Context: an optimization exercise on an open-source flow, tuned for small area. The choices shown serve that exercise and are no tape-out recipe. At most, simulation tests tie the RTL to the original design; equivalence was not proved. No functional check of the RTL was part of runs 1 and 2. Power is estimated from default activity; no workload was simulated.

### flow/config.mk
export PLATFORM = sky130hd
export DESIGN_NAME = lhce_parse
export DESIGN_NICKNAME = lhce_parse
export VERILOG_FILES = /design/flow/design.v
export SDC_FILE = /design/flow/constraint.sdc
export NUM_CORES = 4
export LEC_CHECK = 0
export CAP_MARGIN = 20
export CORE_MARGIN = 2
export CORE_UTILIZATION = 60
export CTS_CLUSTER_DIAMETER = 90
export CTS_CLUSTER_SIZE = 30
export PLACE_DENSITY = 0.75
export SLEW_MARGIN = 20
export SYNTH_HIERARCHICAL = 1
export SYNTH_MINIMUM_KEEP_SIZE = 0
### flow/constraint.sdc
create_clock -name core_clock -period 7.0 [get_ports {clk}]
set_input_delay 1.4000 -clock core_clock [delete_from_list [all_inputs] [get_ports {clk}]]
set_output_delay 1.4000 -clock core_clock [all_outputs]
set_load 0.01 [all_outputs]
### flow/design.v
module lhce_parse (
    input  wire        clk,
    input  wire        rst,           
    input  wire        start,
    input  wire [3:0]  op,
    input  wire [15:0] src_addr,
    input  wire [15:0] src_len,
    input  wire [31:0] ph_src,
    input  wire [31:0] ph_dst,
    output wire        busy,
    output reg         done,
    output wire        mem_rd,
    output wire [9:0]  mem_addr,
    input  wire [31:0] mem_rdata,
    output wire [3:0]  err_code,
    output wire [3:0]  err_sub,
    output wire [31:0] r_csum,
    output wire [31:0] r_csum_field,
    output wire [31:0] r_ip_len,
    output wire [31:0] r_ip_misc,
    output wire [31:0] r_ip_src,
    output wire [31:0] r_ip_dst,
    output wire [31:0] r_ip_hdr,
    output wire [31:0] r_ip_chk,
    output wire [31:0] r_tcp_ports,
    output wire [31:0] r_tcp_seq,
    output wire [31:0] r_tcp_ack,
    output wire [31:0] r_tcp_ctl,
    output wire [31:0] r_tcp_csum,
    output wire [31:0] r_tcp_hdr,
    output wire [31:0] r_pay,
    output wire [31:0] r_out
);
    localparam [3:0] S_IDLE  = 4'd0;
    localparam [3:0] S_PRE   = 4'd1;    
    localparam [3:0] S_TINIT = 4'd2;    
    localparam [3:0] S_TAIL  = 4'd3;    
    localparam [3:0] S_PS    = 4'd4;    
    localparam [3:0] S_K6    = 4'd5;    
    localparam [3:0] S_TSUM  = 4'd6;    
    localparam [3:0] S_FLUSH = 4'd7;    
    localparam [3:0] S_ISUM  = 4'd8;    
    localparam [3:0] S_CAP   = 4'd9;    
    localparam [3:0] S_RCHK  = 4'd10;   
    reg  [3:0]  st;
    reg  [2:0]  opk;       
    reg  [11:0] c_addr;    
    reg  [15:0] c_len;     
    reg  [3:0]  ihl;       
    reg         zq;        
    reg  [12:0] O;         
    reg  [4:0]  k;         
    reg  [15:0] R;         
    reg         cy;        
    reg         sw;        
    reg         addq;      
    reg  [1:0]  lane;      
    reg         m;         
    reg         tok;       
    reg         rbig;      
    wire [7:0]  C [0:29];  
    reg  [2:0]  ec, es;
    wire [15:0] q_calc;   wire q_match; wire q_present; wire [15:0] q_field;
    wire [3:0]  q_ihl;    wire [15:0] q_tl; wire [15:0] q_hcs; wire [7:0] q_ttl;
    wire [31:0] q_src, q_dst; wire [11:0] q_ipa; wire [15:0] q_ipcalc; wire q_ipm;
    wire [31:0] q_ports, q_seq, q_ack; wire [15:0] q_win; wire [3:0] q_doff; wire [5:0] q_flags;
    wire [15:0] q_urg, q_cs; wire [12:0] q_L; wire [11:0] q_sa;
    wire [4:0]  q_hdw;  wire [12:0] q_outl; wire [11:0] q_outa;
    wire fr   = (opk == 3'd7);
    wire ipc  = (opk == 3'd3);
    wire tcpc = (opk == 3'd4);
    wire ct   = (opk == 3'd2);
    wire csum = (opk == 3'd1) | ct;
    wire ipg  = fr | ipc;
    assign busy = (st != S_IDLE);
    reg [7:0] mb;
    always @(*) begin
        case (lane)
            2'd0: mb = mem_rdata[7:0];
            2'd1: mb = mem_rdata[15:8];
            2'd2: mb = mem_rdata[23:16];
            default: mb = mem_rdata[31:24];
        endcase
    end
    wire [5:0]  hl  = {ihl, 2'b00};
    wire [15:0] L;         
    lhce_rip #(.W(14), .NB(4), .SUB(1)) u_L (.a(c_len[15:2]), .b(ihl), .ci(1'b1),
        .s(L[15:2]), .co());
    assign L[1:0] = c_len[1:0];
    wire sum_st = (st == S_PS) | (st == S_TSUM) | (st == S_ISUM);
    wire [12:0] E = (st == S_PS)  ? 13'd20 :
                    ((st == S_ISUM) & ipg) ? {7'd0, hl} : c_len[12:0];
    wire at_end = (O == E);
    wire align  = (sw == O[0]);
    wire skip   = (st == S_ISUM) ? (O[12:1] == 12'd5) :
                  (st == S_TSUM) ? (ct & (O[12:1] == 12'd8)) : 1'b0;
    wire pre_end = (k == 5'd12);
    wire iss_pre = (st == S_PRE) & ~pre_end;
    wire iss_sum = sum_st & ~at_end & align;
    wire iss_cap = (st == S_CAP) & (k != 5'd31) & ~((k == 5'd0) & ~align);
    wire iss     = iss_pre | iss_sum | iss_cap;
    wire [12:0] addr;      
    lhce_rip #(.W(13), .NB(12), .SUB(0)) u_addr (.a(O), .b(c_addr), .ci(1'b0),
        .s(addr), .co());
    wire [12:0] O_inc;
    lhce_rip #(.W(13), .NB(0), .SUB(0)) u_oinc (.a(O), .b(1'b0), .ci(1'b1),
        .s(O_inc), .co());
    wire [4:0] k_inc;
    lhce_rip #(.W(5), .NB(0), .SUB(0)) u_kinc (.a(k), .b(1'b0), .ci(1'b1),
        .s(k_inc), .co());
    assign mem_rd   = iss;
    assign mem_addr = addr[11:2];
    wire       k6inj = (st == S_K6) & ~sw;
    wire [7:0] ain = (addq ? mb : 8'd0) | ((st == S_TAIL) ? C[29] : 8'd0) |
                     {5'd0, k6inj, k6inj, 1'b0};
    wire [8:0] asum;
    lhce_rip #(.W(8), .NB(8), .SUB(0)) u_asum (.a(R[7:0]), .b(ain), .ci(cy),
        .s(asum[7:0]), .co(asum[8]));
    wire [15:0] p_tl  = {C[6], C[5]};
    wire [3:0]  p_ihl = C[8][3:0];
    wire [5:0]  p_hl  = {p_ihl, 2'b00};
    wire        tl_over = p_tl > c_len;
    reg  [2:0]  pre_c, pre_s;
    always @(*) begin
        pre_c = 3'd2; pre_s = 3'd0;
        if (fr && {C[10], C[9]} != 16'h0800)    begin pre_c = 3'd1; pre_s = 3'd1; end
        else if (fr && c_len < 16'd20)           pre_s = 3'd1;
        else if (p_ihl < 4'd5)                   pre_s = 3'd2;
        else if (mb != 8'd6)                     pre_s = 3'd3;
        else if (C[8][7:4] != 4'd4)              pre_s = 3'd4;
        else if ({10'd0, p_hl} > p_tl)           pre_s = 3'd5;
        else if ({10'd0, p_hl} > c_len)          pre_s = 3'd6;
        else if (fr && tl_over)                  pre_s = 3'd7;
    end
    wire [3:0]  doffn = C[17][7:4];
    wire [5:0]  doffb = {doffn, 2'b00};
    wire        doff_big = (L[15:6] == 10'd0) & (doffb > L[5:0]);
    wire        sum_ok = (fr ? tok : (R == 16'hFFFF)) & ({C[13], C[12]} != 16'hFFFF);
    wire        doff_ok = (doffn >= 4'd5) & ~doff_big;
    wire [15:0] calc    = ~{R[7:0], R[15:8]};
    wire        eq      = (mb == ~R[7:0]);
    wire big_in = (src_addr[15:13] != 3'd0) || (src_addr[12] && src_addr[11:0] != 12'd0) ||
                  (src_len[15:13] != 3'd0)  || (src_len[12] && src_len[11:0] != 12'd0) ||
                  (src_addr[12] && src_len != 16'd0);
    wire rng_bad = rbig | (addr[12] & (addr[11:0] != 12'd0));
    wire        op_ok = (op == 4'd1) | (op == 4'd2) | (op == 4'd3) | (op == 4'd4) | (op == 4'd7);
    wire commit = (st == S_CAP) & (k == 5'd31);
    wire tcp_pass = sum_ok & doff_ok;
    wire c_csum = commit & csum;
    wire c_ip   = commit & (ipc | (fr & tcp_pass));
    wire c_tcp  = commit & (tcpc | fr) & tcp_pass;
    wire c_fr   = commit & fr & tcp_pass;
    reg  [159:0] cql;      
    reg  [15:0]  cqh;      
    wire [63:0]  cm;       
    wire         idle = (st == S_IDLE);
    always @(posedge clk) begin
        cql <= {cql[151:0], mb & {8{~zq}}};
        cqh <= {cqh[7:0], cm[63:56]};
    end
    lhce_rreg #(64) u_tail (.clk(clk), .e1(idle), .e0(~idle),
        .d({ph_src, ph_dst}), .q(cm), .h({cm[55:0], cql[159:152]}));
    genvar gi;
    generate
        for (gi = 0; gi < 20; gi = gi + 1) begin : g_ch
            assign C[gi] = cql[8*gi+7:8*gi];
        end
        for (gi = 20; gi < 28; gi = gi + 1) begin : g_cm
            assign C[gi] = cm[8*(gi-20)+7:8*(gi-20)];
        end
    endgenerate
    assign C[28] = cqh[7:0];
    assign C[29] = cqh[15:8];
    reg       fin;
    reg [2:0] fec, fes;
    always @(*) begin
        fin = 1'b0; fec = 3'd0; fes = 3'd0;
        case (st)
        S_IDLE: begin fin = start & ~op_ok; fec = 3'd7; fes = 3'd1; end
        S_RCHK: begin
            fin = 1'b1;
            if (rng_bad)                           begin fec = 3'd6; fes = 3'd1; end
            else if (ipc  && c_len < 16'd20)       begin fec = 3'd2; fes = 3'd1; end
            else if (tcpc && c_len < 16'd20)       begin fec = 3'd3; fes = 3'd1; end
            else if (fr   && c_len < 16'd4)        begin fec = 3'd1; fes = 3'd2; end
            else fin = 1'b0;
        end
        S_PRE:   begin fin = pre_end & (pre_s != 3'd0); fec = pre_c; fes = pre_s; end
        S_TINIT: begin fin = fr & (L < 16'd20); fec = 3'd3; fes = 3'd1; end
        S_CAP:   begin
            fin = commit;
            if (csum | ipc | tcp_pass) begin fec = 3'd0; fes = 3'd0; end
            else if (!sum_ok)          begin fec = 3'd3; fes = 3'd2; end
            else                       begin fec = 3'd3; fes = 3'd3; end
        end
        default: ;
        endcase
    end
    lhce_rreg #(6) u_err (.clk(clk), .e1(fin & ~rst), .e0(~fin & ~rst),
        .d({fec, fes}), .q({ec, es}), .h({ec, es}));
    always @(posedge clk) begin
        R    <= {asum[7:0], R[15:8]};
        cy   <= asum[8];
        sw   <= ~sw;
        addq <= iss_sum & ~skip;
        lane <= addr[1:0];
        done <= fin & ~rst;
        if (iss) O <= O_inc;
        case (st)
        S_IDLE: begin
            opk    <= op[2:0];
            c_addr <= src_addr[11:0];
            c_len  <= src_len;
            ihl    <= {3'd0, op[2:0] == 3'd7};    
            zq     <= ((op[2:0] == 3'd1) && src_len < 16'd12) ||
                      ((op[2:0] == 3'd2) && src_len < 16'd18);
            rbig   <= big_in;
            O      <= src_len[12:0];                     
            if (start & ~fin) st <= S_RCHK;
        end
        S_RCHK: begin
            c_len <= L;
            ihl   <= 4'd0;
            O     <= fr ? 13'd2 : ipc ? 13'h1FFE : 13'd0;
            k     <= 5'd0;
            R     <= 16'd0;
            cy    <= 1'b0;
            st    <= fin ? S_IDLE : (opk == 3'd1) ? S_ISUM : (ct | tcpc) ? S_TINIT : S_PRE;
        end
        S_PRE: if (!pre_end) begin
            k <= k_inc;
            if (k == 5'd11) O <= {10'd0, fr, 2'b00};
        end else begin
            ihl    <= p_ihl;
            c_len  <= p_tl;
            c_addr <= addr[11:0];    
            O <= 13'd0; R <= 16'd0; cy <= 1'b0;
            st <= fin ? S_IDLE : fr ? S_TINIT : S_ISUM;
        end
        S_TINIT: begin
            R  <= {L[7:0], L[15:8]};
            cy <= 1'b0;
            sw <= 1'b1;
            k  <= 5'd0;
            O  <= 13'd12;
            st <= fin ? S_IDLE : fr ? S_PS : S_TAIL;
        end
        S_TAIL: begin
            k <= k_inc;
            if (k == 5'd7) st <= S_K6;
        end
        S_PS: if (at_end) st <= S_K6;
        S_K6: if (!sw) begin st <= S_TSUM; O <= {7'd0, hl}; end
        S_TSUM: if (at_end) begin
            k <= 5'd0;
            O <= {7'd0, hl};
            st <= fr ? S_FLUSH : S_CAP;
        end
        S_FLUSH: begin
            k <= k_inc;
            if (k == 5'd3) begin
                tok <= (R == 16'hFFFF);
                R   <= 16'd0; cy <= 1'b0;
                st  <= S_ISUM; O <= 13'd0;
            end
        end
        S_ISUM: if (at_end) begin
            st <= S_CAP; O <= {7'd0, hl}; k <= 5'd0;
        end
        S_CAP: begin
            if (iss_cap) begin
                k <= k_inc;
                if (k == 5'd19) O <= ct ? 13'd16 : 13'd10;
                if (k == 5'd29) O <= ct ? 13'd14 : 13'd8;
                if (k == 5'd30) O <= {7'd0, hl};    
            end
            if (k == 5'd21) m <= eq;
            if (k == 5'd22) m <= m & eq;
            if (commit) st <= S_IDLE;
        end
        default: st <= S_IDLE;
        endcase
        if (rst) begin
            st <= S_IDLE;
            sw <= 1'b0;
        end
    end
    wire e1_cs = c_csum & ~rst;  wire e0_cs = ~c_csum & ~rst;
    wire e1_ip = c_ip   & ~rst;  wire e0_ip = ~c_ip   & ~rst;
    wire e1_tc = c_tcp  & ~rst;  wire e0_tc = ~c_tcp  & ~rst;
    wire e1_fr = c_fr   & ~rst;  wire e0_fr = ~c_fr   & ~rst;
    lhce_rreg #(34) u_cs (.clk(clk), .e1(e1_cs), .e0(e0_cs),
        .d({calc, m & ~zq, ~zq, C[9], C[8]}),
        .q({q_calc, q_match, q_present, q_field}), .h({q_calc, q_match, q_present, q_field}));
    lhce_rreg #(137) u_ip (.clk(clk), .e1(e1_ip), .e0(e0_ip),
        .d({ihl, c_len, C[9], C[8], mb, C[7], C[6], C[5], C[4],
            C[3], C[2], C[1], C[0], c_addr, calc, m}),
        .q({q_ihl, q_tl, q_hcs, q_ttl, q_src, q_dst, q_ipa, q_ipcalc, q_ipm}), .h({q_ihl, q_tl, q_hcs, q_ttl, q_src, q_dst, q_ipa, q_ipcalc, q_ipm}));
    lhce_rreg #(179) u_tc (.clk(clk), .e1(e1_tc), .e0(e0_tc),
        .d({C[29], C[28], C[27], C[26], C[25], C[24], C[23], C[22],
            C[21], C[20], C[19], C[18], C[15], C[14], doffn, C[16][5:0],
            C[11], C[10], C[13], C[12], L[12:0], addr[11:0]}),
        .q({q_ports, q_seq, q_ack, q_win, q_doff, q_flags, q_urg, q_cs, q_L, q_sa}), .h({q_ports, q_seq, q_ack, q_win, q_doff, q_flags, q_urg, q_cs, q_L, q_sa}));
    wire [11:0] outa;      
    wire [12:0] outl;      
    wire [4:0]  hdw;       
    lhce_rip #(.W(10), .NB(0), .SUB(1)) u_outa (.a(c_addr[11:2]), .b(1'b0), .ci(1'b0),
        .s(outa[11:2]), .co());
    assign outa[1:0] = c_addr[1:0];
    lhce_rip #(.W(11), .NB(0), .SUB(0)) u_outl (.a(c_len[12:2]), .b(1'b0), .ci(1'b1),
        .s(outl[12:2]), .co());
    assign outl[1:0] = c_len[1:0];
    lhce_rip #(.W(4), .NB(4), .SUB(0)) u_hdw (.a(ihl), .b(doffn), .ci(1'b1),
        .s(hdw[3:0]), .co(hdw[4]));
    lhce_rreg #(30) u_fr (.clk(clk), .e1(e1_fr), .e0(e0_fr),
        .d({hdw, outl, outa}), .q({q_hdw, q_outl, q_outa}), .h({q_hdw, q_outl, q_outa}));
    wire [12:0] q_paya;    
    wire [11:0] q_payl;    
    lhce_rip #(.W(10), .NB(5), .SUB(0)) u_paya (.a(q_outa[11:2]), .b(q_hdw), .ci(1'b0),
        .s(q_paya[11:2]), .co(q_paya[12]));
    assign q_paya[1:0] = q_outa[1:0];
    lhce_rip #(.W(10), .NB(5), .SUB(1)) u_payl (.a(q_outl[11:2]), .b(q_hdw), .ci(1'b1),
        .s(q_payl[11:2]), .co());
    assign q_payl[1:0] = q_outl[1:0];
    wire ipv = |q_ihl;
    wire [15:0] ip_seg;    
    lhce_rip #(.W(14), .NB(4), .SUB(1)) u_seg (.a(q_tl[15:2]), .b(q_ihl), .ci(1'b1),
        .s(ip_seg[15:2]), .co());
    assign ip_seg[1:0] = q_tl[1:0];
    assign err_code     = {1'b0, ec};
    assign err_sub      = {1'b0, es};
    assign r_csum       = {14'd0, q_match, q_present, q_calc};
    assign r_csum_field = {16'd0, q_field};
    assign r_ip_len     = {5'd0, ipv, 2'd0, 2'd0, q_ihl, 2'd0, q_tl};
    assign r_ip_misc    = {q_hcs, 5'd0, ipv, ipv, 1'b0, q_ttl};
    assign r_ip_src     = q_src;
    assign r_ip_dst     = q_dst;
    assign r_ip_hdr     = {ip_seg, 4'd0, q_ipa};
    assign r_ip_chk     = {15'd0, q_ipm, q_ipcalc};
    assign r_tcp_ports  = q_ports;
    assign r_tcp_seq    = q_seq;
    assign r_tcp_ack    = q_ack;
    assign r_tcp_ctl    = {q_win, 2'd0, q_doff, 2'd0, 2'd0, q_flags};
    assign r_tcp_csum   = {q_urg, q_cs};
    assign r_tcp_hdr    = {3'd0, q_L, 4'd0, q_sa};
    assign r_pay        = {4'd0, q_payl, 3'd0, q_paya};
    assign r_out        = {3'd0, q_outl, 4'd0, q_outa};
endmodule
module lhce_rreg #(
    parameter W = 8
) (
    input  wire         clk,
    input  wire         e1,
    input  wire         e0,
    input  wire [W-1:0] d,
    input  wire [W-1:0] h,
    output reg  [W-1:0] q
);
    always @(posedge clk) q <= (d & {W{e1}}) | (h & {W{e0}});
endmodule
module lhce_rip #(
    parameter W   = 8,
    parameter NB  = 4,
    parameter SUB = 0
) (
    input  wire [W-1:0]  a,
    input  wire [(NB > 0 ? NB : 1)-1:0] b,
    input  wire          ci,
    output wire [W-1:0]  s,
    output wire          co
);
    wire [W:0] c;
    assign c[0] = ci;
    genvar i;
    generate
        for (i = 0; i < W; i = i + 1) begin : g
            if (i < NB) begin : f
                lhce_fa u (.a(a[i]), .b(SUB ? ~b[i] : b[i]), .ci(c[i]), .s(s[i]), .co(c[i+1]));
            end else if (SUB) begin : d
                lhce_dec u (.a(a[i]), .ci(c[i]), .s(s[i]), .co(c[i+1]));
            end else begin : h
                lhce_inc u (.a(a[i]), .ci(c[i]), .s(s[i]), .co(c[i+1]));
            end
        end
    endgenerate
    assign co = c[W];
endmodule
module lhce_fa (input wire a, input wire b, input wire ci, output wire s, output wire co);
    assign s  = a ^ b ^ ci;
    assign co = (a & b) | (a & ci) | (b & ci);
endmodule
module lhce_dec (input wire a, input wire ci, output wire s, output wire co);
    lhce_xnor u_s (.a(a), .b(ci), .y(s));
    lhce_or   u_c (.a(a), .b(ci), .y(co));
endmodule
module lhce_xnor (input wire a, input wire b, output wire y);
    assign y = ~(a ^ b);
endmodule
module lhce_or (input wire a, input wire b, output wire y);
    assign y = a | b;
endmodule
module lhce_inc (input wire a, input wire ci, output wire s, output wire co);
    assign s  = a ^ ci;
    assign co = a & ci;
endmodule
### flow/flow/run.sh
#!/bin/bash
# Standard layout (the standard.sh, standard synthesis), with the port
# buffers that global placement inserts made of sky130_fd_sc_hd__buf_1 and
# one tie cell per constant value.
set -euo pipefail
export BUFFER_PORTS_ARGS="-buffer_cell sky130_fd_sc_hd__buf_1"
export SKIP_REPAIR_TIE_FANOUT=1
bash standard.sh > standard.log 2>&1
### flow/standard.sh
#!/bin/bash
# synth_recipe.tcl (not shown) runs the flow's synth.tcl, then flattens the netlist and writes it again
# the make line also repeats each setting of config.mk as NAME=value (left out here)
make -C /OpenROAD-flow-scripts/flow DESIGN_CONFIG=/design/flow/config.mk WORK_HOME=/design/flow/orfs CLKGATE_MAP_FILE= SYNTH_SCRIPT=/design/flow/synth_recipe.tcl "${@:-finish}"
==> run notes, run 1 <==
OUTCOME
----------------------------------------------------------------------------------------------------
Outcome ............................................................................... complete, but fails checks
Checks failing in the layout checks ................................................... negative setup slack

WORST HOLD PATH
----------------------------------------------------------------------------------------------------
Type of the tightest min-delay check ..................................................      reg2reg

FINAL LAYOUT
----------------------------------------------------------------------------------------------------
# fillers .............................................................................         3523
Count of nets after finishing .........................................................         2892
Multi-input gate area in the final layout .............................................  0.00999 mm²
Post-route design area ................................................................   0.0292 mm²
Seq. cell area ........................................................................   0.0146 mm²
Layout Cells excl Fill ................................................................         3260
Area growth from synthesis to layout ..................................................        9.75%
Share of layout cells above drive strength 1 ..........................................       0.0541

TIMING
----------------------------------------------------------------------------------------------------
Unrepaired setup endpoints after global routing .......................................         true
Final min period ......................................................................      7.01 ns
F_max .................................................................................      143 MHz
Transition time at the pin with the least slew margin .................................      1.03 ns
Minimum setup slack in the final design ...............................................   -0.0107 ns
Slew margin rel. ......................................................................        0.313
Final setup violation count ...........................................................            1
Final Hold Vio Count ..................................................................            0
Worst clock skew on the final layout ..................................................    0.0257 ns
Crit share post-route .................................................................         1.00
Max Transition Viols Final ............................................................            0

ROUTING
----------------------------------------------------------------------------------------------------
Number of search-and-repair iterations in the first detailed-routing pass .............            7
DRC errors left .......................................................................            0
Detail-routed net length per standard cell ............................................      24.9 µm
Vias ..................................................................................        20.0k
Drt total wl ..........................................................................     81100 µm
Post-detailed-route via-to-cell ratio .................................................         6.15
DR iter-0 viols .......................................................................         1973
ANT nets after route ..................................................................            0

JOB
----------------------------------------------------------------------------------------------------
Number of maximum-capacitance violations ..............................................            0

CRITICAL PATH
----------------------------------------------------------------------------------------------------
Category of the worst setup path launch point .........................................    flip-flop
Gate family responsible for the most delay along the worst path .......................  adder cells
Required time reported for the critical path endpoint .................................      5.60 ns
Maximum cell stage delay along the critical path ......................................      0.53 ns
Dominant cell type by count on the critical path ...................................... sky130_fd_sc_hd__fa_2
Crit. End Element ..................................................................... primary output
CP Max Fanout .........................................................................            3
CP cell instances ..................................................................... fa_2 -> fa_2 -> fa_2 -> fa_2 -> fa_2 -> fa_2 -> fa_2 -> fa_2 -> fa_2 -> fa_2 -> fa_2 -> fa_1 -> buf_6 -> buf_6
Worst setup path category .............................................................      reg2out
Worst EP arrival ......................................................................      5.61 ns
Number of buffer and inverter stages on the critical path .............................            2
Highest-delay cell along the critical path ............................................ sky130_fd_sc_hd__fa_1

CLOCKING
----------------------------------------------------------------------------------------------------
Clock Latency Late Sink ...............................................................      0.63 ns
Clock-pin slew reported for the worst setup and hold paths after clock tree synthesis .      0.11 ns
Clock tree from TritonCTS .............................................................        built
Total clock sinks .....................................................................          709
Root buffer selected by CTS ........................................................... sky130_fd_sc_hd__clkbuf_16
H-tree level count ....................................................................            1
Buffer depth of the longest clock path ................................................            3
Number of clock buffers inserted by TritonCTS .........................................           28

SYNTH
----------------------------------------------------------------------------------------------------
Nets in the synthesized netlist .......................................................         2475
Count of mapped cells out of synthesis ................................................         2235
Synthesis Warnings ....................................................................           13
Netlist area before placement .........................................................   0.0266 mm²
Synth Area per Inst ...................................................................     11.9 µm²

POWER
----------------------------------------------------------------------------------------------------
Power density relative to cell area ...................................................   410 mW/mm²
PnR Total Power .......................................................................      12.0 mW
Leakage power .........................................................................      11.4 nW
Worst-case vdd ir drop ................................................................     0.259 mV

PLACEMENT
----------------------------------------------------------------------------------------------------
Dpl ws ................................................................................    -0.333 ns
Final estimated routing congestion in global placement ................................        0.939
Half-perimeter wire length of the detailed placement result ...........................     58300 µm
Port Buf Inserts ......................................................................          572
Total instance count after detailed placement .........................................         3203
Post-placement cell area ..............................................................   0.0281 mm²

DIE
----------------------------------------------------------------------------------------------------
Initial core utilization ..............................................................        0.604
Width of the chip .....................................................................       215 µm
IO Pins ...............................................................................          668
Floorplan die area ....................................................................   0.0460 mm²
Die Span Y ............................................................................       215 µm
Rows ..................................................................................           77
Core footprint ........................................................................   0.0440 mm²

GLOBAL ROUTING
----------------------------------------------------------------------------------------------------
Met1 global-route usage ...............................................................        0.427
Maximum number of pins on one net before global-route repair ..........................          108
Antenna violations before repair ......................................................            7
Wire length of the first global-routing pass ..........................................    118000 µm
Layer with the highest usage after global routing .....................................         met2
Aggregate global routing overflow .....................................................            0
Met3 Resource Use GR ..................................................................       0.0728
Vias in the first global route ........................................................        19.2k
Met2 track demand over resource .......................................................        0.538
Total global routing track utilization ................................................        0.332

## power by group
| group | leakage (nW) | switching [mW] | internal [mW] |
|---|---|---|---|
| clock | 0.391 | 1.23 | 0.758 |
| combinational | 5.12 | 2.36 | 1.49 |
| sequential | 5.89 | 1.05 | 5.09 |
| total | 11.4 | 4.64 | 7.34 |
## through the flow
step / util / hold slack, ns / setup TNS, ns
6_report: 0.663 / 0.338 / -0.0107
5_1_grt: 0.663 / 0.346 / -0.209
4_1_cts: 0.659 / 0.339 / -0.0585
3_5_place_dp: 0.639 / 0.313 / -1.79
3_3_place_gp: 0.639 / 0.311 / -0.365
2_1_floorplan: - / 0.310 / 0
## layout by cell type, fill, tap and decap left out, types with 22 or more instances in the layout
cell type,n
sky130_fd_sc_hd__nor2_1,39
sky130_fd_sc_hd__a21oi_1,44
sky130_fd_sc_hd__xnor2_1,47
sky130_fd_sc_hd__buf_1,571
sky130_fd_sc_hd__edfxtp_1,44
sky130_fd_sc_hd__or2_1,31
sky130_fd_sc_hd__inv_1,64
sky130_fd_sc_hd__ha_1,63
sky130_fd_sc_hd__o21ai_0,37
sky130_fd_sc_hd__buf_4,41
sky130_fd_sc_hd__a22o_1,465
sky130_fd_sc_hd__dfxtp_1,665
sky130_fd_sc_hd__fa_1,31
sky130_fd_sc_hd__nor4_1,22
sky130_fd_sc_hd__nand2_1,108
sky130_fd_sc_hd__clkbuf_16,32
## sequential cells by signal, indices dropped and copies added, names as in the netlist, 2 cells and up
name,flops
u_cs.q,34
u_fr.q,30
u_err.q,6
u_tc.q,179
c_len,16
st,4
u_tail.q,64
opk,3
cqh,16
cql,160
c_addr,12
R,16
ihl,4
u_ip.q,137
k,5
lane,2
O,13
## area by class of cell
cell class / count / share of cell area
Antenna cell: 6 / 0.000514
Clock buffer: 34 / 0.0248
Inverter: 65 / 0.00835
Multi-Input combinational cell: 1220 / 0.342
Timing Repair Buffer: 628 / 0.0947
Sequential cell: 709 / 0.501
Clock inverter: 6 / 0.00300
Tap cell: 592 / 0.0254
## timing repair
item | CTS | global route
cloned | 0 | 5
endpoints found under the setup margin | 14 | 351
pin swaps | 2 | 8
buffers inserted | 1 | 5
hold buffers | 0 | 0
gates resized for setup | 15 | 17
## per-layer routing
layer  up-vias  part of all wire
met1      9889              0.40
li1       8960                 -
met4         2             0.048
met2       993              0.46
met5         -           0.00016
met3       199             0.091
## final timing paths
check / from / to / slack (ns) / cells past startpoint
hold / removal: cql[136]$_DFF_P_ / cql[144]$_DFF_P_ / 0.34 / 0
setup reg to reg: c_addr[0]$_DFFE_PP_ / st[1]$_SDFFE_PP0P_ / 0.17 / 20
hold reg to reg: cql[136]$_DFF_P_ / cql[144]$_DFF_P_ / 0.34 / 0
setup / recovery: c_addr[0]$_DFFE_PP_ / mem_addr[9] / -0.01 / 14
==> run 2, diff against run 1 <==
--- a/flow/design.v
+++ b/flow/design.v
@@ -100,7 +100,5 @@
     wire iss_cap = (st == S_CAP) & (k != 5'd31) & ~((k == 5'd0) & ~align);
     wire iss     = iss_pre | iss_sum | iss_cap;
-    wire [12:0] addr;      
-    lhce_rip #(.W(13), .NB(12), .SUB(0)) u_addr (.a(O), .b(c_addr), .ci(1'b0),
-        .s(addr), .co());
+    wire [12:0] addr = {1'b0, c_addr} + O;
     wire [12:0] O_inc;
     lhce_rip #(.W(13), .NB(0), .SUB(0)) u_oinc (.a(O), .b(1'b0), .ci(1'b1),
@@ -324,7 +322,9 @@
     assign q_payl[1:0] = q_outl[1:0];
     wire ipv = |q_ihl;
-    wire [15:0] ip_seg;    
-    lhce_rip #(.W(14), .NB(4), .SUB(1)) u_seg (.a(q_tl[15:2]), .b(q_ihl), .ci(1'b1),
-        .s(ip_seg[15:2]), .co());
+    wire [15:0] ip_seg;
+    wire        seg_c;
+    lhce_rip #(.W(4), .NB(4), .SUB(1)) u_seg (.a(q_tl[5:2]), .b(q_ihl), .ci(1'b1),
+        .s(ip_seg[5:2]), .co(seg_c));
+    lhce_decp #(.W(10)) u_segh (.a(q_tl[15:6]), .ci(seg_c), .s(ip_seg[15:6]));
     assign ip_seg[1:0] = q_tl[1:0];
     assign err_code     = {1'b0, ec};
@@ -404,2 +404,25 @@
     assign co = a & ci;
 endmodule
+module lhce_decp #(
+    parameter W = 8
+) (
+    input  wire [W-1:0] a,
+    input  wire         ci,
+    output wire [W-1:0] s
+);
+    wire [W:0] p;
+    assign p[0] = 1'b0;
+    genvar i;
+    generate
+        for (i = 0; i < W; i = i + 1) begin : g
+            wire c;
+            if (i == 0) begin : z
+                assign c = ci;
+            end else begin : o
+                lhce_or u_p (.a(p[i-1]), .b(a[i-1]), .y(p[i]));
+                lhce_or u_c (.a(ci), .b(p[i]), .y(c));
+            end
+            lhce_xnor u_s (.a(a[i]), .b(c), .y(s[i]));
+        end
+    endgenerate
+endmodule
==> run 2 against run 1 <==
Now clean on timing, DRC and antenna. Sequential share of layout area grew 0.33 points. Worst hold slack got worse by 0.0047 ns. Largest power group unchanged. Highest routed layer unchanged. Sequential power is 0.7% higher.
==> run notes, run 2 <==
CLOCKING
----------------------------------------------------------------------------------------------------
Total clock sinks .....................................................................          709
Clock-pin slew reported for the worst setup and hold paths after clock tree synthesis .      0.12 ns
Number of clock buffers inserted by TritonCTS .........................................           29
Total of hold buffers inserted after clock tree synthesis .............................            0
Root buffer selected by CTS ........................................................... sky130_fd_sc_hd__clkbuf_16
Clock Latency Late Sink ...............................................................      0.64 ns
H-tree level count ....................................................................            1
Clock tree from TritonCTS .............................................................        built
Buffer depth of the longest clock path ................................................            3

TIMING
----------------------------------------------------------------------------------------------------
Unrepaired setup endpoints after global routing .......................................        false
Aggregate negative setup slack ........................................................         0 ns
F_max .................................................................................      146 MHz
Transition time at the pin with the least slew margin .................................      1.08 ns
Max Transition Viols Final ............................................................            0
Final setup violation count ...........................................................            0
Crit share post-route .................................................................        0.981
Worst clock skew on the final layout ..................................................    0.0341 ns
Final min period ......................................................................      6.87 ns
Final Hold Vio Count ..................................................................            0
Worst slack on hold paths .............................................................     0.334 ns
Slew margin rel. ......................................................................        0.280

FINAL LAYOUT
----------------------------------------------------------------------------------------------------
Most common library cell in the layout ignoring fill and taps ......................... sky130_fd_sc_hd__dfxtp_1
Count of nets after finishing .........................................................         2912
Biggest registers after layout ........................................................ u_tc.q: 179 flops, cql: 160 flops, u_ip.q: 137 flops
Flip-flop count of the largest register, all copies and words added ...................          179
Ant diodes ............................................................................            0
Post-route design area ................................................................   0.0290 mm²
Share of the core filled with cells in the final layout ...............................        0.658
# fillers .............................................................................         3601
Register name with the most flops .....................................................       u_tc.q
Share of layout cells above drive strength 1 ..........................................       0.0410
Commonest cells after routing, fill and taps aside .................................... sky130_fd_sc_hd__dfxtp_1 (665), sky130_fd_sc_hd__buf_1 (571), sky130_fd_sc_hd__a22o_1 (466), sky130_fd_sc_hd__nand2_1 (106), sky130_fd_sc_hd__ha_1 (74)
Area growth from synthesis to layout ..................................................        8.50%

POWER
----------------------------------------------------------------------------------------------------
Part of the total power dissipated in sequential elements .............................        0.509
PnR Total Power .......................................................................      12.1 mW
Power share of the clock group ........................................................        0.169
Switching Share .......................................................................        0.399
Combinational Power Share .............................................................        0.323
Power density relative to cell area ...................................................   419 mW/mm²
Worst-case vdd ir drop ................................................................     0.338 mV
Cell-internal power ...................................................................      7.30 mW
Leakage power .........................................................................      11.4 nW
Net switching power ...................................................................      4.84 mW

DIE
----------------------------------------------------------------------------------------------------
Die Span Y ............................................................................       215 µm
Floorplan die area ....................................................................   0.0463 mm²
Initial core utilization ..............................................................        0.606
Width of the chip .....................................................................       215 µm
Rows ..................................................................................           77
IO Pins ...............................................................................          668
Core footprint ........................................................................   0.0441 mm²

CRITICAL PATH
----------------------------------------------------------------------------------------------------
Worst setup path category .............................................................      reg2reg
Category of the worst setup path launch point .........................................    flip-flop
Worst EP arrival ......................................................................      7.43 ns
Required time reported for the critical path endpoint .................................      7.57 ns
CP Max Fanout .........................................................................           97
Crit. End Element .....................................................................    flip-flop

ROUTING
----------------------------------------------------------------------------------------------------
Number of search-and-repair iterations in the first detailed-routing pass .............            6
Post-detailed-route via-to-cell ratio .................................................         6.15
DRC errors left .......................................................................            0
Vias ..................................................................................        20.1k
Detail-routed net length per standard cell ............................................      24.3 µm
ANT nets after route ..................................................................            0
Drt total wl ..........................................................................     79600 µm
DR iter-0 viols .......................................................................         1860

GLOBAL ROUTING
----------------------------------------------------------------------------------------------------
Total global routing track utilization ................................................        0.329
Vias in the first global route ........................................................        19.2k
Aggregate global routing overflow .....................................................            0
Antenna violations before repair ......................................................            1
Maximum number of pins on one net before global-route repair ..........................           99
Wire length of the first global-routing pass ..........................................    118000 µm

SYNTH
----------------------------------------------------------------------------------------------------
Synthesis Warnings ....................................................................           13
Synth Area per Inst ...................................................................     11.7 µm²
Count of mapped cells out of synthesis ................................................         2282
Nets in the synthesized netlist .......................................................         2522
Netlist area before placement .........................................................   0.0267 mm²

PLACEMENT
----------------------------------------------------------------------------------------------------
Final estimated routing congestion in global placement ................................        0.928
Port Buf Inserts ......................................................................          572
Post-placement cell area ..............................................................   0.0281 mm²
Half-perimeter wire length of the detailed placement result ...........................     58100 µm

WORST HOLD PATH
----------------------------------------------------------------------------------------------------
Type of the tightest min-delay check ..................................................      reg2reg

OUTCOME
----------------------------------------------------------------------------------------------------
Outcome ............................................................................... complete, no violations

JOB
----------------------------------------------------------------------------------------------------
Number of maximum-capacitance violations ..............................................            0

## run 2: repair_timing
item                       in CTS  in global routing
resized for setup               0                  2
setup buffers                   0                  2
setup endpoints to repair       0                133
## run 2: power by group through the flow
stage          Combinational [mW]  Sequential, mW  Clock [mW]
6_report                     3.92            6.18        2.05
3_5_place_dp                 3.79            6.24           0
4_1_cts                      3.83            6.16        2.07
2_1_floorplan                2.97            5.70           0
5_1_grt                      4.22            6.29        2.20
3_3_place_gp                 3.71            6.21           0
## run 2: area by class of cell
| type | count | area [µm²] | share of cell area |
|---|---|---|---|
| clock inverters | 7 | 100 | 0.00345 |
| inverters | 70 | 263 | 0.00906 |
| well taps | 592 | 741 | 0.0255 |
| flip-flops and latches | 709 | 14600 | 0.504 |
| repair buffers | 607 | 2540 | 0.0874 |
| multi-input cells | 1255 | 10000 | 0.345 |
| clock buffers | 32 | 737 | 0.0254 |
## run 2: through the flow
step                setup slack (ns)  std cells
CTS                            0.175       3270
floorplan                      0.962       2282
finish                         0.132       3272
global route                  0.0127       3272
global placement               0.501       3231
detailed placement             0.254       3231
## run 2: path summary, 6_finish.rpt
path	start	slack, ns	to	cells after the start
worst min-delay path	cql[134]$_DFF_P_	0.33	cql[142]$_DFF_P_	0
worst max-delay path	c_len[2]$_DFFE_PP_	0.13	u_tc.q[124]$_DFF_P_	22
worst max register to register	c_len[2]$_DFFE_PP_	0.13	u_tc.q[124]$_DFF_P_	22
worst min register to register	cql[134]$_DFF_P_	0.33	cql[142]$_DFF_P_	0
## run 2: metal layers
layer / vias to the layer above / track usage / part of all wire / routed length [µm]
li1: 9033 / - / - / -
met1: 9850 / 0.431 / 0.40 / 31800
met2: 1016 / 0.533 / 0.46 / 36800
met3: 206 / 0.0685 / 0.091 / 7220
met4: 2 / 0.141 / 0.048 / 3820
met5: - / 0 / 0.00016 / 13
## run 2: worst max-delay path: stages (launching register included)
cell and delay, ns:
sky130_fd_sc_hd__edfxtp_1 0.44, sky130_fd_sc_hd__fa_1 0.44, sky130_fd_sc_hd__fa_1 0.42, sky130_fd_sc_hd__fa_1 0.43, sky130_fd_sc_hd__fa_1 0.43, sky130_fd_sc_hd__or2_1 0.28
sky130_fd_sc_hd__or2_1 0.27, sky130_fd_sc_hd__or2_1 0.26, sky130_fd_sc_hd__or2_1 0.27, sky130_fd_sc_hd__or2_1 0.26, sky130_fd_sc_hd__or2_1 0.25, sky130_fd_sc_hd__or2_1 0.27
sky130_fd_sc_hd__or2_1 0.26, sky130_fd_sc_hd__or2_1 0.25, sky130_fd_sc_hd__xnor2_1 0.16, sky130_fd_sc_hd__nor4_1 0.29, sky130_fd_sc_hd__nand3_1 0.17, sky130_fd_sc_hd__nor3_1 0.23
sky130_fd_sc_hd__a211o_1 0.28, sky130_fd_sc_hd__nor2_1 0.16, sky130_fd_sc_hd__a31oi_4 0.31, sky130_fd_sc_hd__buf_12 0.39, sky130_fd_sc_hd__a22o_1 0.21
==> run 3, diff against run 2 <==
--- a/flow/design.v
+++ b/flow/design.v
@@ -323,8 +323,6 @@
     wire ipv = |q_ihl;
     wire [15:0] ip_seg;
-    wire        seg_c;
-    lhce_rip #(.W(4), .NB(4), .SUB(1)) u_seg (.a(q_tl[5:2]), .b(q_ihl), .ci(1'b1),
-        .s(ip_seg[5:2]), .co(seg_c));
-    lhce_decp #(.W(10)) u_segh (.a(q_tl[15:6]), .ci(seg_c), .s(ip_seg[15:6]));
+    lhce_rip #(.W(14), .NB(4), .SUB(1)) u_seg (.a(q_tl[15:2]), .b(q_ihl), .ci(1'b1),
+        .s(ip_seg[15:2]), .co());
     assign ip_seg[1:0] = q_tl[1:0];
     assign err_code     = {1'b0, ec};
@@ -377,10 +375,12 @@
             if (i < NB) begin : f
                 lhce_fa u (.a(a[i]), .b(SUB ? ~b[i] : b[i]), .ci(c[i]), .s(s[i]), .co(c[i+1]));
-            end else if (SUB) begin : d
-                lhce_dec u (.a(a[i]), .ci(c[i]), .s(s[i]), .co(c[i+1]));
-            end else begin : h
+            end else if (!SUB) begin : h
                 lhce_inc u (.a(a[i]), .ci(c[i]), .s(s[i]), .co(c[i+1]));
             end
         end
+        if (SUB && W > NB) begin : d
+            lhce_decp #(.W(W - NB)) u (.a(a[W-1:NB]), .ci(c[NB]), .s(s[W-1:NB]));
+            assign c[W] = 1'b0;
+        end
     endgenerate
     assign co = c[W];
@@ -390,8 +390,4 @@
     assign co = (a & b) | (a & ci) | (b & ci);
 endmodule
-module lhce_dec (input wire a, input wire ci, output wire s, output wire co);
-    lhce_xnor u_s (.a(a), .b(ci), .y(s));
-    lhce_or   u_c (.a(a), .b(ci), .y(co));
-endmodule
 module lhce_xnor (input wire a, input wire b, output wire y);
     assign y = ~(a ^ b);
--- a/flow/config.mk
+++ b/flow/config.mk
@@ -8,8 +8,8 @@
 export CAP_MARGIN = 20
 export CORE_MARGIN = 2
-export CORE_UTILIZATION = 60
-export CTS_CLUSTER_DIAMETER = 90
-export CTS_CLUSTER_SIZE = 30
-export PLACE_DENSITY = 0.75
+export CORE_UTILIZATION = 72
+export CTS_CLUSTER_DIAMETER = 80
+export CTS_CLUSTER_SIZE = 26
+export PLACE_DENSITY = 0.85
 export SLEW_MARGIN = 20
 export SYNTH_HIERARCHICAL = 1
==> run 3 against run 2 <==
Still clean on timing, DRC and antenna. Worst setup slack improved by 0.50 ns. Combinational power down 3%. Critical path depth decreased by 3. Via count up 3.8%. Power rose by 0.78%. Register-to-register slack better by 0.50 ns. Largest power group unchanged.
==> run notes, run 3 <==
JOB
----------------------------------------------------------------------------------------------------
Number of maximum-capacitance violations ..............................................            0

DIE
----------------------------------------------------------------------------------------------------
Width of the chip .....................................................................       197 µm
Die Span Y ............................................................................       197 µm
IO Pins ...............................................................................          668
Rows ..................................................................................           70
Floorplan die area ....................................................................   0.0389 mm²
Core footprint ........................................................................   0.0367 mm²
Initial core utilization ..............................................................        0.733

FINAL LAYOUT
----------------------------------------------------------------------------------------------------
Share of layout cells above drive strength 1 ..........................................       0.0352
Register name with the most flops .....................................................       u_tc.q
Commonest cells after routing, fill and taps aside .................................... sky130_fd_sc_hd__dfxtp_1 (665), sky130_fd_sc_hd__buf_1 (571), sky130_fd_sc_hd__a22o_1 (466), sky130_fd_sc_hd__nand2_1 (106), sky130_fd_sc_hd__ha_1 (74)
Flip-flop count of the largest register, all copies and words added ...................          179
Area growth from synthesis to layout ..................................................        7.57%
Count of nets after finishing .........................................................         2924
Most common library cell in the layout ignoring fill and taps ......................... sky130_fd_sc_hd__dfxtp_1
Biggest registers after layout ........................................................ u_tc.q: 179 flops, cql: 160 flops, u_ip.q: 137 flops

GLOBAL ROUTING
----------------------------------------------------------------------------------------------------
Vias in the first global route ........................................................        19.8k
Aggregate global routing overflow .....................................................            0
Wire length of the first global-routing pass ..........................................    122000 µm
Maximum number of pins on one net before global-route repair ..........................          177
Total global routing track utilization ................................................        0.410
Antenna violations before repair ......................................................            5

TIMING
----------------------------------------------------------------------------------------------------
Slew margin rel. ......................................................................        0.263
Worst slack on hold paths .............................................................     0.327 ns
Crit share post-route .................................................................        0.910
Max Transition Viols Final ............................................................            0
Final min period ......................................................................      6.37 ns
Worst clock skew on the final layout ..................................................    0.0397 ns
Transition time at the pin with the least slew margin .................................      1.10 ns
Final setup violation count ...........................................................            0
Aggregate negative setup slack ........................................................         0 ns
Final Hold Vio Count ..................................................................            0
Unrepaired setup endpoints after global routing .......................................        false
F_max .................................................................................      157 MHz

SYNTH
----------------------------------------------------------------------------------------------------
Synthesis Warnings ....................................................................           13
Netlist area before placement .........................................................   0.0269 mm²
Nets in the synthesized netlist .......................................................         2547
Synth Area per Inst ...................................................................     11.7 µm²
Count of mapped cells out of synthesis ................................................         2307

ROUTING
----------------------------------------------------------------------------------------------------
DR iter-0 viols .......................................................................         2325
ANT nets after route ..................................................................            0
Vias ..................................................................................        20.9k
Number of search-and-repair iterations in the first detailed-routing pass .............            7
Drt total wl ..........................................................................     82900 µm
Detail-routed net length per standard cell ............................................      26.2 µm
DRC errors left .......................................................................            0
Post-detailed-route via-to-cell ratio .................................................         6.59

CRITICAL PATH
----------------------------------------------------------------------------------------------------
Category of the worst setup path launch point .........................................    flip-flop
Worst EP arrival ......................................................................      6.87 ns
Worst setup path category .............................................................      reg2reg
CP Max Fanout .........................................................................           94
Required time reported for the critical path endpoint .................................      7.50 ns
Crit. End Element .....................................................................    flip-flop

OUTCOME
----------------------------------------------------------------------------------------------------
Outcome ............................................................................... complete, no violations

CLOCKING
----------------------------------------------------------------------------------------------------
Number of buffers inserted by post-CTS setup repair ...................................            0
Clock Latency Late Sink ...............................................................      0.58 ns
Resized cells post-CTS ................................................................            0
Root buffer selected by CTS ........................................................... sky130_fd_sc_hd__clkbuf_16
Number of clock buffers inserted by TritonCTS .........................................           34
Total of hold buffers inserted after clock tree synthesis .............................            0
H-tree level count ....................................................................            2
Clock tree from TritonCTS .............................................................        built
Total clock sinks .....................................................................          709
Buffer depth of the longest clock path ................................................            3
Clock-pin slew reported for the worst setup and hold paths after clock tree synthesis .      0.10 ns

PLACEMENT
----------------------------------------------------------------------------------------------------
Half-perimeter wire length of the detailed placement result ...........................     60000 µm
Port Buf Inserts ......................................................................          572
Final estimated routing congestion in global placement ................................        0.993

POWER
----------------------------------------------------------------------------------------------------
Worst-case vdd ir drop ................................................................     0.303 mV
Leakage power .........................................................................      11.3 nW
Switching Share .......................................................................        0.395
Net switching power ...................................................................      4.84 mW
Power density relative to cell area ...................................................   423 mW/mm²
Part of the total power dissipated in sequential elements .............................        0.510
Power share of the clock group ........................................................        0.181
Combinational Power Share .............................................................        0.310
Cell-internal power ...................................................................      7.40 mW

WORST HOLD PATH
----------------------------------------------------------------------------------------------------
Type of the tightest min-delay check ..................................................      reg2reg

run 3: through the flow:
step / power [mW] / instance area, µm² / instances / utilization / setup WS [ns]
4_1_cts: 12.1 / 28900 / 3164 / 0.788 / 0.775
5_1_grt: 12.8 / 28900 / 3166 / 0.788 / 0.367
2_1_floorplan: 8.67 / 26900 / 2307 / - / 1.42
6_report: 12.2 / 28900 / 3168 / 0.788 / 0.628
3_5_place_dp: 9.91 / 27900 / 3116 / 0.761 / 0.847
3_3_place_gp: 9.74 / 27900 / 3116 / 0.761 / 0.972
run 3: power by group through the flow:
stage | combinational [mW] | clock (mW) | sequential [mW]
finish | 3.79 | 2.21 | 6.24
global route | 4.07 | 2.36 | 6.33
CTS | 3.68 | 2.21 | 6.19
detailed placement | 3.64 | 0 | 6.27
global placement | 3.51 | 0 | 6.23
floorplan | 2.97 | 0 | 5.70
run 3: metal layers:
layer | wire, µm | global-route usage | vias up
li1 | - | - | 9087
met1 | 31200 | 0.528 | 10100
met2 | 37200 | 0.633 | 1352
met3 | 9660 | 0.119 | 305
met4 | 4760 | 0.205 | 4
met5 | 27 | 0.0166 | -
run 3: critical path, stage by stage, from the launching register on:
cell and delay [ns]:
sky130_fd_sc_hd__edfxtp_1 0.57, sky130_fd_sc_hd__or2_1 0.30, sky130_fd_sc_hd__or2_1 0.23, sky130_fd_sc_hd__or2_1 0.21, sky130_fd_sc_hd__or2_1 0.22, sky130_fd_sc_hd__or2_1 0.22, sky130_fd_sc_hd__or2_1 0.22, sky130_fd_sc_hd__or2_1 0.23
sky130_fd_sc_hd__or2_1 0.22, sky130_fd_sc_hd__or2_1 0.20, sky130_fd_sc_hd__or2_1 0.24, sky130_fd_sc_hd__xnor2_1 0.16, sky130_fd_sc_hd__nor4_1 0.30, sky130_fd_sc_hd__nand3_1 0.18, sky130_fd_sc_hd__nor3_1 0.23, sky130_fd_sc_hd__a211o_1 0.25
sky130_fd_sc_hd__a211oi_1 0.17, sky130_fd_sc_hd__nor2_4 0.87, sky130_fd_sc_hd__buf_4 0.93, sky130_fd_sc_hd__a22o_1 0.28
run 3: worst paths after layout:
kind / startpoint / endpoint / slack, ns / cells after the start
min reg2reg: cql[136]$_DFF_P_ / cql[144]$_DFF_P_ / 0.33 / 0
max: c_len[6]$_DFFE_PP_ / u_ip.q[80]$_DFF_P_ / 0.63 / 19
min: cql[136]$_DFF_P_ / cql[144]$_DFF_P_ / 0.33 / 0
max reg2reg: c_len[6]$_DFFE_PP_ / u_ip.q[80]$_DFF_P_ / 0.63 / 19
run 3: final cells by class:
type	count	area [µm²]
multi-input cells	1280	10100
well taps	468	586
clock inverters	6	86.3
fillers	2351	7770
repair buffers	589	2330
inverters	70	263
diodes	4	10.0
flip-flops and latches	709	14600
clock buffers	42	881
==> run 4, diff against run 3 <==
--- a/flow/config.mk
+++ b/flow/config.mk
@@ -8,8 +8,9 @@
 export CAP_MARGIN = 20
 export CORE_MARGIN = 2
-export CORE_UTILIZATION = 72
-export CTS_CLUSTER_DIAMETER = 80
-export CTS_CLUSTER_SIZE = 26
-export PLACE_DENSITY = 0.85
+export CORE_UTILIZATION = 60
+export CTS_BUF_LIST = sky130_fd_sc_hd__clkbuf_8
+export CTS_CLUSTER_DIAMETER = 50
+export CTS_CLUSTER_SIZE = 18
+export PLACE_DENSITY = 0.75
 export SLEW_MARGIN = 20
 export SYNTH_HIERARCHICAL = 1
==> run 4 against run 3 <==
Sequential share of layout area is 0.55 points lower. Cell count increased by 5.0%. Core utilization is 13 points lower. Global-route usage is 7.7 points lower. Clock power about the same. Power barely moved. Fmax increased by 11%. Synthesized area unchanged. Worst setup slack better by 0.64 ns. Die area is 20% higher. Critical path type unchanged. Largest power group unchanged. Highest routed layer unchanged.
==> run notes, run 4 <==
OUTCOME
----------------------------------------------------------------------------------------------------
Outcome ............................................................................... complete, no violations

TIMING
----------------------------------------------------------------------------------------------------
Crit share post-route .................................................................        0.819
Slew margin rel. ......................................................................        0.261
Max Transition Viols Final ............................................................            0
Final min period ......................................................................      5.73 ns
Unrepaired setup endpoints after global routing .......................................        false
Aggregate negative setup slack ........................................................         0 ns
Final Hold Vio Count ..................................................................            0
Worst clock skew on the final layout ..................................................    0.0519 ns
F_max .................................................................................      174 MHz
Final setup violation count ...........................................................            0
Transition time at the pin with the least slew margin .................................      1.11 ns

DIE
----------------------------------------------------------------------------------------------------
IO Pins ...............................................................................          668
Core footprint ........................................................................   0.0442 mm²
Die Span Y ............................................................................       216 µm
Initial core utilization ..............................................................        0.608
Floorplan die area ....................................................................   0.0465 mm²
Rows ..................................................................................           77
Width of the chip .....................................................................       216 µm

CRITICAL PATH
----------------------------------------------------------------------------------------------------
Worst EP arrival ......................................................................      6.34 ns
FF-to-FF End .......................................................................... u_ip.q[23]$_DFF_P_
Category of the worst setup path launch point .........................................    flip-flop
Worst setup path category .............................................................      reg2reg
Worst reg-to-reg path cell count ......................................................           20
Reg2reg start ......................................................................... c_len[6]$_DFFE_PP_
Required time reported for the critical path endpoint .................................      7.60 ns
CP Max Fanout .........................................................................           93
Worst-case register-to-register setup slack ...........................................      1.27 ns
Crit. End Element .....................................................................    flip-flop

SYNTH
----------------------------------------------------------------------------------------------------
Synth Area per Inst ...................................................................     11.7 µm²
Netlist area before placement .........................................................   0.0269 mm²
Count of mapped cells out of synthesis ................................................         2307
Synthesis Warnings ....................................................................           13
Nets in the synthesized netlist .......................................................         2547

ROUTING
----------------------------------------------------------------------------------------------------
ANT nets after route ..................................................................            0
Number of search-and-repair iterations in the first detailed-routing pass .............            6
Detail-routed net length per standard cell ............................................      24.1 µm
Drt total wl ..........................................................................     80300 µm
Post-detailed-route via-to-cell ratio .................................................         6.10
DRC errors left .......................................................................            0
Vias ..................................................................................        20.3k
DR iter-0 viols .......................................................................         2071

FINAL LAYOUT
----------------------------------------------------------------------------------------------------
Most common library cell in the layout ignoring fill and taps ......................... sky130_fd_sc_hd__dfxtp_1
Area growth from synthesis to layout ..................................................        8.76%
Commonest cells after routing, fill and taps aside .................................... sky130_fd_sc_hd__dfxtp_1 (665), sky130_fd_sc_hd__buf_1 (572), sky130_fd_sc_hd__a22o_1 (466), sky130_fd_sc_hd__nand2_1 (106), sky130_fd_sc_hd__ha_1 (74)
Register name with the most flops .....................................................       u_tc.q
# fillers .............................................................................         3532
Biggest registers after layout ........................................................ u_tc.q: 179 flops, cql: 160 flops, u_ip.q: 137 flops
Multi-input gate area in the final layout .............................................   0.0101 mm²
Count of nets after finishing .........................................................         2949
Seq. cell area ........................................................................   0.0146 mm²
Flip-flop count of the largest register, all copies and words added ...................          179
Share of layout cells above drive strength 1 ..........................................       0.0509

JOB
----------------------------------------------------------------------------------------------------
Number of maximum-capacitance violations ..............................................            0

POWER
----------------------------------------------------------------------------------------------------
Power density relative to cell area ...................................................   419 mW/mm²
Worst-case vdd ir drop ................................................................     0.247 mV
Leakage power .........................................................................      11.4 nW
PnR Total Power .......................................................................      12.2 mW

WORST HOLD PATH
----------------------------------------------------------------------------------------------------
Type of the tightest min-delay check ..................................................      reg2reg
Cell count of the worst hold path .....................................................            0
Endpoint with the worst hold slack .................................................... cql[142]$_DFF_P_
Worst Hold Launch ..................................................................... cql[134]$_DFF_P_

GLOBAL ROUTING
----------------------------------------------------------------------------------------------------
Antenna violations before repair ......................................................            2
Maximum number of pins on one net before global-route repair ..........................          176
Wire length of the first global-routing pass ..........................................    120000 µm
Vias in the first global route ........................................................        19.6k
Total global routing track utilization ................................................        0.333
Aggregate global routing overflow .....................................................            0

PLACEMENT
----------------------------------------------------------------------------------------------------
Half-perimeter wire length of the detailed placement result ...........................     58000 µm
Port Buf Inserts ......................................................................          572
Final estimated routing congestion in global placement ................................        0.994

CLOCKING
----------------------------------------------------------------------------------------------------
Clock Latency Late Sink ...............................................................      0.70 ns
Buffer depth of the longest clock path ................................................            3
Clock tree from TritonCTS .............................................................        built
Number of clock buffers inserted by TritonCTS .........................................           52
Total of hold buffers inserted after clock tree synthesis .............................            0
H-tree level count ....................................................................            2
Root buffer selected by CTS ........................................................... sky130_fd_sc_hd__clkbuf_8
Number of buffers inserted by post-CTS setup repair ...................................            0
Total clock sinks .....................................................................          709
Clock-pin slew reported for the worst setup and hold paths after clock tree synthesis .      0.10 ns
Resized cells post-CTS ................................................................            0

==> run 4: power breakdown <==
group	internal [mW]	switching, mW	leakage [nW]
Clock	0.862	1.36	0.523
Combinational	1.40	2.40	5.04
Sequential	5.09	1.13	5.88
==> run 4: critical path, stage by stage (launching register included) <==
cell and delay [ns]:
sky130_fd_sc_hd__edfxtp_1 0.61, sky130_fd_sc_hd__or2_1 0.32, sky130_fd_sc_hd__or2_1 0.22, sky130_fd_sc_hd__or2_1 0.22, sky130_fd_sc_hd__or2_1 0.22, sky130_fd_sc_hd__or2_1 0.23, sky130_fd_sc_hd__or2_1 0.22, sky130_fd_sc_hd__or2_1 0.22
sky130_fd_sc_hd__or2_1 0.22, sky130_fd_sc_hd__or2_1 0.20, sky130_fd_sc_hd__or2_1 0.24, sky130_fd_sc_hd__xnor2_1 0.19, sky130_fd_sc_hd__nor4_1 0.25, sky130_fd_sc_hd__nand3_1 0.16, sky130_fd_sc_hd__nor3_1 0.22, sky130_fd_sc_hd__a211o_1 0.24
sky130_fd_sc_hd__a211oi_1 0.16, sky130_fd_sc_hd__nor2_4 0.62, sky130_fd_sc_hd__buf_16 0.24, sky130_fd_sc_hd__buf_12 0.33, sky130_fd_sc_hd__a22o_1 0.19
==> run 4: area by class of cell <==
| cell class | instances | area share |
|---|---|---|
| timing repair buffer | 596 | 0.0833 |
| tap | 592 | 0.0253 |
| multi-input combinational | 1280 | 0.347 |
| antenna | 2 | 0.000171 |
| clock buffer | 54 | 0.0254 |
| sequential | 709 | 0.500 |
| clock inverter | 24 | 0.00967 |
| inverter | 70 | 0.00898 |
==> run 4: per-stage QoR <==
step / setup slack (ns) / cell area, µm² / utilization / hold slack (ns) / std cells
2_1_floorplan: 1.42 / 26900 / - / 0.310 / 2307
3_3_place_gp: 1.20 / 28200 / 0.637 / 0.311 / 3246
3_5_place_dp: 1.16 / 28200 / 0.637 / 0.312 / 3246
4_1_cts: 1.23 / 29200 / 0.660 / 0.337 / 3324
5_1_grt: 1.12 / 29200 / 0.661 / 0.337 / 3326
6_report: 1.27 / 29200 / 0.661 / 0.337 / 3327
==> run 4: worst max path at each step <==
stage	start	endpoint	slack (ns)	cells after the start
2_1_floorplan	mem_rdata[24]	R[15]$_DFF_P_	1.42	11
3_3_place_gp	mem_rdata[16]	R[15]$_DFF_P_	1.20	12
3_5_place_dp	mem_rdata[16]	R[15]$_DFF_P_	1.16	12
4_1_cts	c_len[6]$_DFFE_PP_	u_ip.q[23]$_DFF_P_	1.23	19
5_1_grt	c_len[6]$_DFFE_PP_	u_ip.q[25]$_DFF_P_	1.12	20
6_report	c_len[6]$_DFFE_PP_	u_ip.q[23]$_DFF_P_	1.27	20
==> run 4: routing by layer <==
metal  GRT usage  wire [µm]  vias to the layer above
met4       0.136       3370                        2
li1            -          -                     9133
met2       0.526      36400                     1046
met1       0.442      33400                     9884
met5           0         13                        -
met3      0.0786       7110                      218
==> run 5, diff against run 4 <==
--- a/flow/config.mk
+++ b/flow/config.mk
@@ -9,7 +9,6 @@
 export CORE_MARGIN = 2
 export CORE_UTILIZATION = 60
-export CTS_BUF_LIST = sky130_fd_sc_hd__clkbuf_8
-export CTS_CLUSTER_DIAMETER = 50
-export CTS_CLUSTER_SIZE = 18
+export CTS_CLUSTER_DIAMETER = 90
+export CTS_CLUSTER_SIZE = 30
 export PLACE_DENSITY = 0.75
 export SLEW_MARGIN = 20
==> run 5 against run 4 <==
Still clean on timing, DRC and antenna. Power shrank 1.9%. Synthesized cell count unchanged. Core utilization shrank 0.49 points. Wire length decreased by 0.45%. Register-to-register slack better by 0.04 ns. Combinational power is essentially flat. Clock power fell by about 10%. First-iteration DRC count up 1.4%. Global-route usage is 0.41 points lower. Via count down 0.79%. Largest cell class unchanged. Largest power group unchanged.
==> run notes, run 5 <==
TIMING
----------------------------------------------------------------------------------------------------
Max Transition Viols Final ............................................................            0
Crit share post-route .................................................................        0.813
Aggregate negative setup slack ........................................................         0 ns
F_max .................................................................................      176 MHz
Unrepaired setup endpoints after global routing .......................................        false
Minimum setup slack in the final design ...............................................      1.31 ns
Final min period ......................................................................      5.69 ns
Slew margin rel. ......................................................................        0.263
Worst slack on hold paths .............................................................     0.338 ns
Final setup violation count ...........................................................            0
Transition time at the pin with the least slew margin .................................      1.10 ns
Final Hold Vio Count ..................................................................            0
Worst clock skew on the final layout ..................................................    0.0467 ns

FINAL LAYOUT
----------------------------------------------------------------------------------------------------
Commonest cells after routing, fill and taps aside .................................... sky130_fd_sc_hd__dfxtp_1 (665), sky130_fd_sc_hd__buf_1 (572), sky130_fd_sc_hd__a22o_1 (466), sky130_fd_sc_hd__nand2_1 (106), sky130_fd_sc_hd__ha_1 (74)
Area growth from synthesis to layout ..................................................        7.95%
Share of layout cells above drive strength 1 ..........................................       0.0356
Count of nets after finishing .........................................................         2925
Layout Cells excl Fill ................................................................         3290
Register name with the most flops .....................................................       u_tc.q
Most common library cell in the layout ignoring fill and taps ......................... sky130_fd_sc_hd__dfxtp_1
# fillers .............................................................................         3556
Share of the core filled with cells in the final layout ...............................        0.656
Post-route design area ................................................................   0.0290 mm²
Flip-flop count of the largest register, all copies and words added ...................          179
Biggest registers after layout ........................................................ u_tc.q: 179 flops, cql: 160 flops, u_ip.q: 137 flops

CRITICAL PATH
----------------------------------------------------------------------------------------------------
Gate family responsible for the most delay along the worst path .......................  adder cells
Crit. End Element .....................................................................    flip-flop
CP Max Fanout .........................................................................           75
Maximum cell stage delay along the critical path ......................................      0.71 ns
Highest-delay cell along the critical path ............................................ sky130_fd_sc_hd__nor4_2
Number of buffer and inverter stages on the critical path .............................            3
Required time reported for the critical path endpoint .................................      7.56 ns
Category of the worst setup path launch point .........................................    flip-flop
Worst reg-to-reg path cell count ......................................................           15
Worst setup path category .............................................................      reg2reg
Total stage count of the critical path ................................................           15
CP cell instances ..................................................................... inv_1 -> fa_1 -> fa_1 -> fa_1 -> fa_1 -> or2_1 -> xnor2_1 -> nor4_1 -> nand3_1 -> nor3_1 -> a211o_1 -> nor4_2 -> buf_12 -> buf_12 -> a22o_1
Worst EP arrival ......................................................................      6.25 ns
Dominant cell type by count on the critical path ...................................... sky130_fd_sc_hd__fa_1

ROUTING
----------------------------------------------------------------------------------------------------
ANT nets after route ..................................................................            0
Vias ..................................................................................        20.1k
Drt total wl ..........................................................................     79900 µm
DRC errors left .......................................................................            0
DR iter-0 viols .......................................................................         2099
Post-detailed-route via-to-cell ratio .................................................         6.12
Detail-routed net length per standard cell ............................................      24.3 µm
Number of search-and-repair iterations in the first detailed-routing pass .............            6

WORST HOLD PATH
----------------------------------------------------------------------------------------------------
Type of the tightest min-delay check ..................................................      reg2reg
Cell count of the worst hold path .....................................................            0

GLOBAL ROUTING
----------------------------------------------------------------------------------------------------
Antenna violations before repair ......................................................            4
Maximum number of pins on one net before global-route repair ..........................          176
Total global routing track utilization ................................................        0.329
Aggregate global routing overflow .....................................................            0
Vias in the first global route ........................................................        19.3k
Wire length of the first global-routing pass ..........................................    119000 µm

CLOCKING
----------------------------------------------------------------------------------------------------
H-tree level count ....................................................................            1
Total of hold buffers inserted after clock tree synthesis .............................            0
Total clock sinks .....................................................................          709
Number of clock buffers inserted by TritonCTS .........................................           28
Root buffer selected by CTS ........................................................... sky130_fd_sc_hd__clkbuf_16
Clock Latency Late Sink ...............................................................      0.65 ns
Buffer depth of the longest clock path ................................................            3
Resized cells post-CTS ................................................................            0
Clock-pin slew reported for the worst setup and hold paths after clock tree synthesis .      0.12 ns
Clock tree from TritonCTS .............................................................        built
Number of buffers inserted by post-CTS setup repair ...................................            0

POWER
----------------------------------------------------------------------------------------------------
Power density relative to cell area ...................................................   414 mW/mm²
Switching Share .......................................................................        0.397
Worst-case vdd ir drop ................................................................     0.274 mV
Cell-internal power ...................................................................      7.24 mW
Part of the total power dissipated in sequential elements .............................        0.518
PnR Total Power .......................................................................      12.0 mW
Combinational Power Share .............................................................        0.316
Leakage power .........................................................................      11.3 nW
Net switching power ...................................................................      4.77 mW
Power share of the clock group ........................................................        0.166

JOB
----------------------------------------------------------------------------------------------------
Number of maximum-capacitance violations ..............................................            0

DIE
----------------------------------------------------------------------------------------------------
Rows ..................................................................................           77
IO Pins ...............................................................................          668
Width of the chip .....................................................................       216 µm
Floorplan die area ....................................................................   0.0465 mm²
Initial core utilization ..............................................................        0.608
Core footprint ........................................................................   0.0442 mm²
Die Span Y ............................................................................       216 µm

PLACEMENT
----------------------------------------------------------------------------------------------------
Dpl ws ................................................................................      1.16 ns
Port Buf Inserts ......................................................................          572
Post-placement cell area ..............................................................   0.0282 mm²
Total instance count after detailed placement .........................................         3246
Half-perimeter wire length of the detailed placement result ...........................     58000 µm
Final estimated routing congestion in global placement ................................        0.994

SYNTH
----------------------------------------------------------------------------------------------------
Synthesis Warnings ....................................................................           13
Count of mapped cells out of synthesis ................................................         2307
Netlist area before placement .........................................................   0.0269 mm²
Nets in the synthesized netlist .......................................................         2547
Synth Area per Inst ...................................................................     11.7 µm²

OUTCOME
----------------------------------------------------------------------------------------------------
Outcome ............................................................................... complete, no violations

## run 5: cell types whose count changed in the layout (fill, tap and decap cells not counted), sizes merged
cell	before	now
clkinvlp	3	0
clkinv	7	4
bufinv	3	0
inv	81	72
clkbuf	54	33
diode	2	4
## run 5: per-layer routing
metal  GRT usage  vias up  wire length, µm
met5           0        -               13
met3      0.0709      176             7040
met1       0.443     9874            33300
met4       0.108        2             2900
li1            -     9064                -
met2       0.529     1006            36700
## run 5: final timing paths
check                         from                 end  slack (ns)
hold / removal    cql[134]$_DFF_P_    cql[142]$_DFF_P_        0.34
setup / recovery  ihl[0]$_DFFE_PP_  u_tc.q[11]$_DFF_P_        1.31
hold reg to reg   cql[134]$_DFF_P_    cql[142]$_DFF_P_        0.34
setup reg to reg  ihl[0]$_DFFE_PP_  u_tc.q[11]$_DFF_P_        1.31
## run 5: final cells by class
class | instances | area, µm² | share of cell area
Multi-Input combinational cell | 1280 | 10100 | 0.349
Clock buffer | 33 | 719 | 0.0248
Sequential cell | 709 | 14600 | 0.504
Clock inverter | 6 | 83.8 | 0.00289
Antenna cell | 4 | 10.0 | 0.000345
Timing Repair Buffer | 596 | 2430 | 0.0839
Inverter | 70 | 263 | 0.00905
Tap cell | 592 | 741 | 0.0255
## run 5: power groups by stage
stage / Combinational [mW] / Clock, mW / Sequential, mW
2_1_floorplan: 2.97 / 0 / 5.70
3_3_place_gp: 3.62 / 0 / 6.24
3_5_place_dp: 3.69 / 0 / 6.28
4_1_cts: 3.72 / 2.02 / 6.18
5_1_grt: 4.11 / 2.16 / 6.32
6_report: 3.80 / 2.00 / 6.21

## re-timing with driven ports
In the flow no input, the clock included, has a driving cell. The finished layouts below were timed again as built, in two steps. Step 1: set_driving_cell puts a clkbuf_16 on clk and a buf_2 on each other input, an assumption about the parent block. Step 2, shift: input delay + t, output delay - t, t = (earliest + latest rising clock arrival at the registers) / 2. This alone moves slack from input paths to output paths. a / b / c = no drivers / after step 1 / after step 2; a / b = the first two.
| run | t, ns | setup WS [ns] | hold slack, ns | latest minus earliest clock arrival (ns) | worst slew at a driven data input, ns |
|---|---|---|---|---|---|
| run 1 | 0.672 | -0.011 / -0.070 / 0.171 | 0.338 / 0.338 / 0.338 | 0.028 / 0.028 | 0.11 |
| run 2 | 0.685 | 0.132 / 0.132 / 0.132 | 0.334 / 0.334 / 0.334 | 0.034 / 0.034 | 0.10 |
| run 3 | 0.611 | 0.628 / 0.628 / 0.628 | 0.327 / 0.327 / 0.327 | 0.041 / 0.041 | 0.13 |
| run 4 | 0.736 | 1.266 / 1.266 / 1.144 | 0.337 / 0.337 / 0.337 | 0.052 / 0.053 | 0.10 |
| run 5 | 0.690 | 1.306 / 1.306 / 1.130 | 0.338 / 0.338 / 0.338 | 0.046 / 0.047 | 0.11 |
The setup slack of run 5, which loses most, moves by 0.000 ns with the drivers and by -0.176 ns with both steps.
